This is an optimization exercise on Yosys and OpenROAD, whose aim is small area, not a production implementation.
Function was checked by simulation only, so behaviour that the tests miss may differ from the original.
No activity file was given, so power comes from the tool's default toggle rates. No driver is modelled on the clock port, so clocking that relies on it looks cheaper here than on a real chip.

run A:
## ixj_line
module ixj_line (
    input             clk,
    input             rst,           
    input             cmd_valid,
    input      [31:0] cmd_word,
    output            cmd_ready,
    output reg        done,
    output     [31:0] rsp,
    output reg [1:0]  mode_wr_n,
    output     [1:0]  mode_wr_a,
    output     [1:0]  mode_wr_b,
    output            ringer,
    output            irq
);
Size: roughly 2200 flip-flops, about 0.053 sq mm of cells after synthesis.
==> flow/config.mk <==
export PLATFORM = sky130hd
export DESIGN_NAME = ixj_line
export DESIGN_NICKNAME = ixj_line
export VERILOG_FILES = /design/flow/design.v
export SDC_FILE = /design/flow/constraint.sdc
export NUM_CORES = 8
export LEC_CHECK = 0
export ABC_AREA = 1
export CAP_MARGIN = 10
export CORE_MARGIN = 2
export CORE_UTILIZATION = 60
export GPL_TIMING_DRIVEN = 0
export PLACE_DENSITY = 0.7
export SLEW_MARGIN = 10
==> flow/constraint.sdc <==
create_clock -name core_clock -period 30.0 [get_ports {clk}]
set_input_delay 6.0000 -clock core_clock [delete_from_list [all_inputs] [get_ports {clk}]]
set_output_delay 6.0000 -clock core_clock [all_outputs]
set_load 0.01 [all_outputs]
standard.sh (not shown) runs the stock make flow with config.mk's settings and CLKGATE_MAP_FILE= SYNTH_SCRIPT=/design/flow/synth_recipe.tcl, a recipe that flattens the netlist after the stock synthesis.
==> flow/flow/run.sh <==
#!/bin/bash
# Own layout flow: the standard layout (standard.sh) with three changes.
#  1. Synthesis maps the logic with the area recipe in abc_min_area.script. Every
#     other synthesis step is synth_recipe.tcl's, so the registers keep the standard
#     synthesis's names and cells (abc maps combinational logic only).
#  2. Port buffers are sky130_fd_sc_hd__buf_1.
#  3. Clock tree synthesis inserts no dummy loads.
# Each step writes its full output to a log of its own here (synth.log, layout.log);
# ORFS's per-stage logs are under orfs/logs/.
set -euo pipefail
flowdir=$(cd "$(dirname "${BASH_SOURCE[0]}")" && pwd)
work=$(pwd)
{
  printf 'set ::own_abc_script {%s}\n' "$flowdir/abc_min_area.script"
  cat "$flowdir/abc_wrap.tcl"
  cat synth_recipe.tcl
} > own_synth.tcl
sed "s#SYNTH_SCRIPT=[^ ]*#SYNTH_SCRIPT=$work/own_synth.tcl#" standard.sh > own_standard.sh
grep -q "SYNTH_SCRIPT=$work/own_synth.tcl" own_standard.sh
export BUFFER_PORTS_ARGS="-buffer_cell sky130_fd_sc_hd__buf_1"
export CTS_ARGS="-sink_clustering_enable -repair_clock_nets -dont_use_dummy_load -sink_clustering_size 30 -sink_clustering_max_diameter 100"
bash own_standard.sh synth > synth.log 2>&1
bash own_standard.sh > layout.log 2>&1
==> flow/flow/abc_min_area.script <==
strash
ifraig
dc2
strash
dch
map -a
mfs2
strash
dch
map -a
==> flow/flow/abc_wrap.tcl <==
# abc as ORFS's synth.tcl calls it, with its -script replaced by the own flow's.
proc abc {args} {
  set i [lsearch -exact $args -script]
  if { $i >= 0 } {
    lset args [expr { $i + 1 }] $::own_abc_script
  }
  yosys abc {*}$args
}
Input-level comparison between run B and run A:
--- a/flow/flow/run.sh
+++ b/flow/flow/run.sh
@@ -20,3 +20,3 @@
 export BUFFER_PORTS_ARGS="-buffer_cell sky130_fd_sc_hd__buf_1"
-export CTS_ARGS="-sink_clustering_enable -repair_clock_nets -dont_use_dummy_load -sink_clustering_size 30 -sink_clustering_max_diameter 100"
+export CTS_ARGS="-sink_clustering_enable -repair_clock_nets -dont_use_dummy_load -sink_clustering_size 30 -sink_clustering_max_diameter 100 -buf_list {sky130_fd_sc_hd__clkbuf_4 sky130_fd_sc_hd__clkbuf_8 sky130_fd_sc_hd__clkbuf_16} -sink_clustering_buffer sky130_fd_sc_hd__clkbuf_16"
 bash own_standard.sh synth > synth.log 2>&1
==> flow/flow/abc_min_area.script <==
strash
ifraig
dc2
strash
dch -f
map -a
mfs2
strash
dch -f
map -a
mfs2
strash
dch -f
map -a
mfs2
strash
dch -f
map -a
mfs2
strash
dch -f
map -a
mfs2
strash
dch -f
map -a
mfs2
strash
dch -f
map -a
mfs2
strash
dch -f
map -a
Notes after the runs:
Both conditions hold for run B: the flow ran to the end and the final layout passed the timing, DRC and antenna checks. Run B -> run A: mux cell area share after synthesis flat. The non-clock buffer count reported for run B is greater than that of run A by 2. Floorplan check, run B vs run A: die outline smaller in run B. For the slack of the worst reg-to-reg path, run B came in 0.38 ns higher than run A did. The number of antenna violations at the first check in global routing of run B falls short of that of run A by 3.
### run B -> run C
--- a/flow/flow/run.sh
+++ b/flow/flow/run.sh
@@ -20,3 +20,3 @@
 export BUFFER_PORTS_ARGS="-buffer_cell sky130_fd_sc_hd__buf_1"
-export CTS_ARGS="-sink_clustering_enable -repair_clock_nets -dont_use_dummy_load -sink_clustering_size 30 -sink_clustering_max_diameter 100 -buf_list {sky130_fd_sc_hd__clkbuf_4 sky130_fd_sc_hd__clkbuf_8 sky130_fd_sc_hd__clkbuf_16} -sink_clustering_buffer sky130_fd_sc_hd__clkbuf_16"
+export CTS_ARGS="-sink_clustering_enable -repair_clock_nets -dont_use_dummy_load -sink_clustering_size 30 -sink_clustering_max_diameter 100"
 bash own_standard.sh synth > synth.log 2>&1
==> comparison <==
- On clock skew, run C and run B are basically level.
- As far as power density over cell area goes, run B and run C are indistinguishable; the numbers are identical.
- Run C and run B ended up with roughly the same clock share of power.
- As far as post-layout instance area goes, run C and run B are indistinguishable; the numbers are identical.
- Re proportion of synthesized flip-flops having asynchronous set or reset: no difference whatsoever between run C and run B.
- Re global placer's final weighted congestion: no difference whatsoever between run B and run C.
- Re sum of routed wire length over all layers: no difference whatsoever between run B and run C.
- Diff run C..run B | count of pins over their slew limit | unchanged
- Relative area of non-clock buffer cells in the final design came out exactly the same in run C and run B.
The following lists how run D was set up differently from run C:
Settings: GPL_TIMING_DRIVEN removed (was 0).
==> flow/flow/abc_min_area.script <==
strash
ifraig
dc2
strash
dch
map -a
mfs2
strash
dch
map -a
Run D completed end to end with timing, DRC and antenna clean.
Going from run C to run D, via count grew by a few percent.
The combinational cell fraction of total power reported for run D is greater than that of run C by 0.2 points.
The minimum clock period after layout of run D is lower than that of run C.
Re synthesis-to-finish area growth: run D is 0.33 points up on run C.
Cell area | run D vs run C | run D larger
The lower fraction of area in registers came out of run D.
Of run C and run D, run C shows the lower via density per instance, with run D above it.
The total power of the final layout of run D was inferior to that of run C.
Count of different cell masters after synthesis ended up 4 lower on run D than on run C.
Area of the mapped netlist up 340 sq um in run D wrt run C
The following lists how run E was set up differently from run D:
Settings: GPL_TIMING_DRIVEN now 0, previously not set; PLACE_DENSITY now 0.75, was 0.7; CORE_UTILIZATION now 65, was 60.
==> flow/flow/abc_min_area.script <==
strash
ifraig
dc2
strash
dch -f
map -a
mfs2
strash
dch -f
map -a
mfs2
strash
dch -f
map -a
mfs2
strash
dch -f
map -a
mfs2
strash
dch -f
map -a
mfs2
strash
dch -f
map -a
mfs2
strash
dch -f
map -a
mfs2
strash
dch -f
map -a
[summary]
- | post-route fraction of the period consumed by the critical path | lower: run D |
- In the metrics for run E and run D, the one carrying the lower global-route wire length before repair is run E.
- Antenna diode count sits higher in run E than in run D.
- Adder-cell share of the synthesized area: run E vs run D — no meaningful difference
- Of run E and run D, run E shows the lower combinational fraction of design power, with run D above it.
- Compared with run D, in run E overall fraction of global-route tracks in use -1.7 points; number of non-clock buffers in the layout now smaller.
- The run showing the smaller final critical-path setup slack is run E.
Inputs modified between run E and run F:
--- a/flow/flow/run.sh
+++ b/flow/flow/run.sh
@@ -20,3 +20,3 @@
 export BUFFER_PORTS_ARGS="-buffer_cell sky130_fd_sc_hd__buf_1"
-export CTS_ARGS="-sink_clustering_enable -repair_clock_nets -dont_use_dummy_load -sink_clustering_size 30 -sink_clustering_max_diameter 100"
+export CTS_ARGS="-sink_clustering_enable -repair_clock_nets -dont_use_dummy_load -sink_clustering_size 32 -sink_clustering_max_diameter 90"
 bash own_standard.sh synth > synth.log 2>&1
[summary]
- Run F against run E: data arrival time of the critical path +0.06 ns; worst IR drop on VDD fell by 0.0052 mV.
- Run F finished all stages; the layout is clean.
- [compare] base=run E new=run F: starting density of the core saw little to no change; number of buffers created by CTS saw a decrease; non-clock buffering overhead in the final layout saw little to no change; hold slack saw little to no change; worst setup slack saw a decrease.
- Between run E and run F, the difference in cell area is negligible.
- Multiplexer share of the synthesized area: run E vs run F — no meaningful difference

-- what the ideal ports hide --
Ports are ideal in the flow. The routed layouts listed here were re-timed in OpenROAD.
Step 1, drivers: a clkbuf_16 drives clk and a buf_2 each remaining input, both assumed.
Step 2 times the ports against the registers' clock, not the clock port: input delays grow and output delays shrink by t, the midpoint of the rising clock arrivals with the driver on.
a / b / c = no drivers / after step 1 / after step 2; a / b = the first two.
run	t (ns)	setup slack, ns	clock arrival spread, ns	slew at the worst register clock pin (ns)
run A	0.713	12.817 / 12.851 / 12.138	0.093 / 0.094	0.12 / 0.12
run B	0.719	12.221 / 12.241 / 11.522	0.060 / 0.060	0.12 / 0.12
run C	0.719	12.221 / 12.241 / 11.522	0.060 / 0.060	0.12 / 0.12
run D	0.734	14.887 / 14.932 / 14.198	0.106 / 0.106	0.12 / 0.12
run E	0.716	12.215 / 12.210 / 11.494	0.102 / 0.102	0.12 / 0.12
run F	0.699	12.125 / 12.123 / 11.424	0.110 / 0.110	0.12 / 0.12
After both steps every run listed still meets setup and hold. For run E, which loses most, drivers alone change the setup slack by -0.005 ns; drivers and shift together by -0.721 ns.
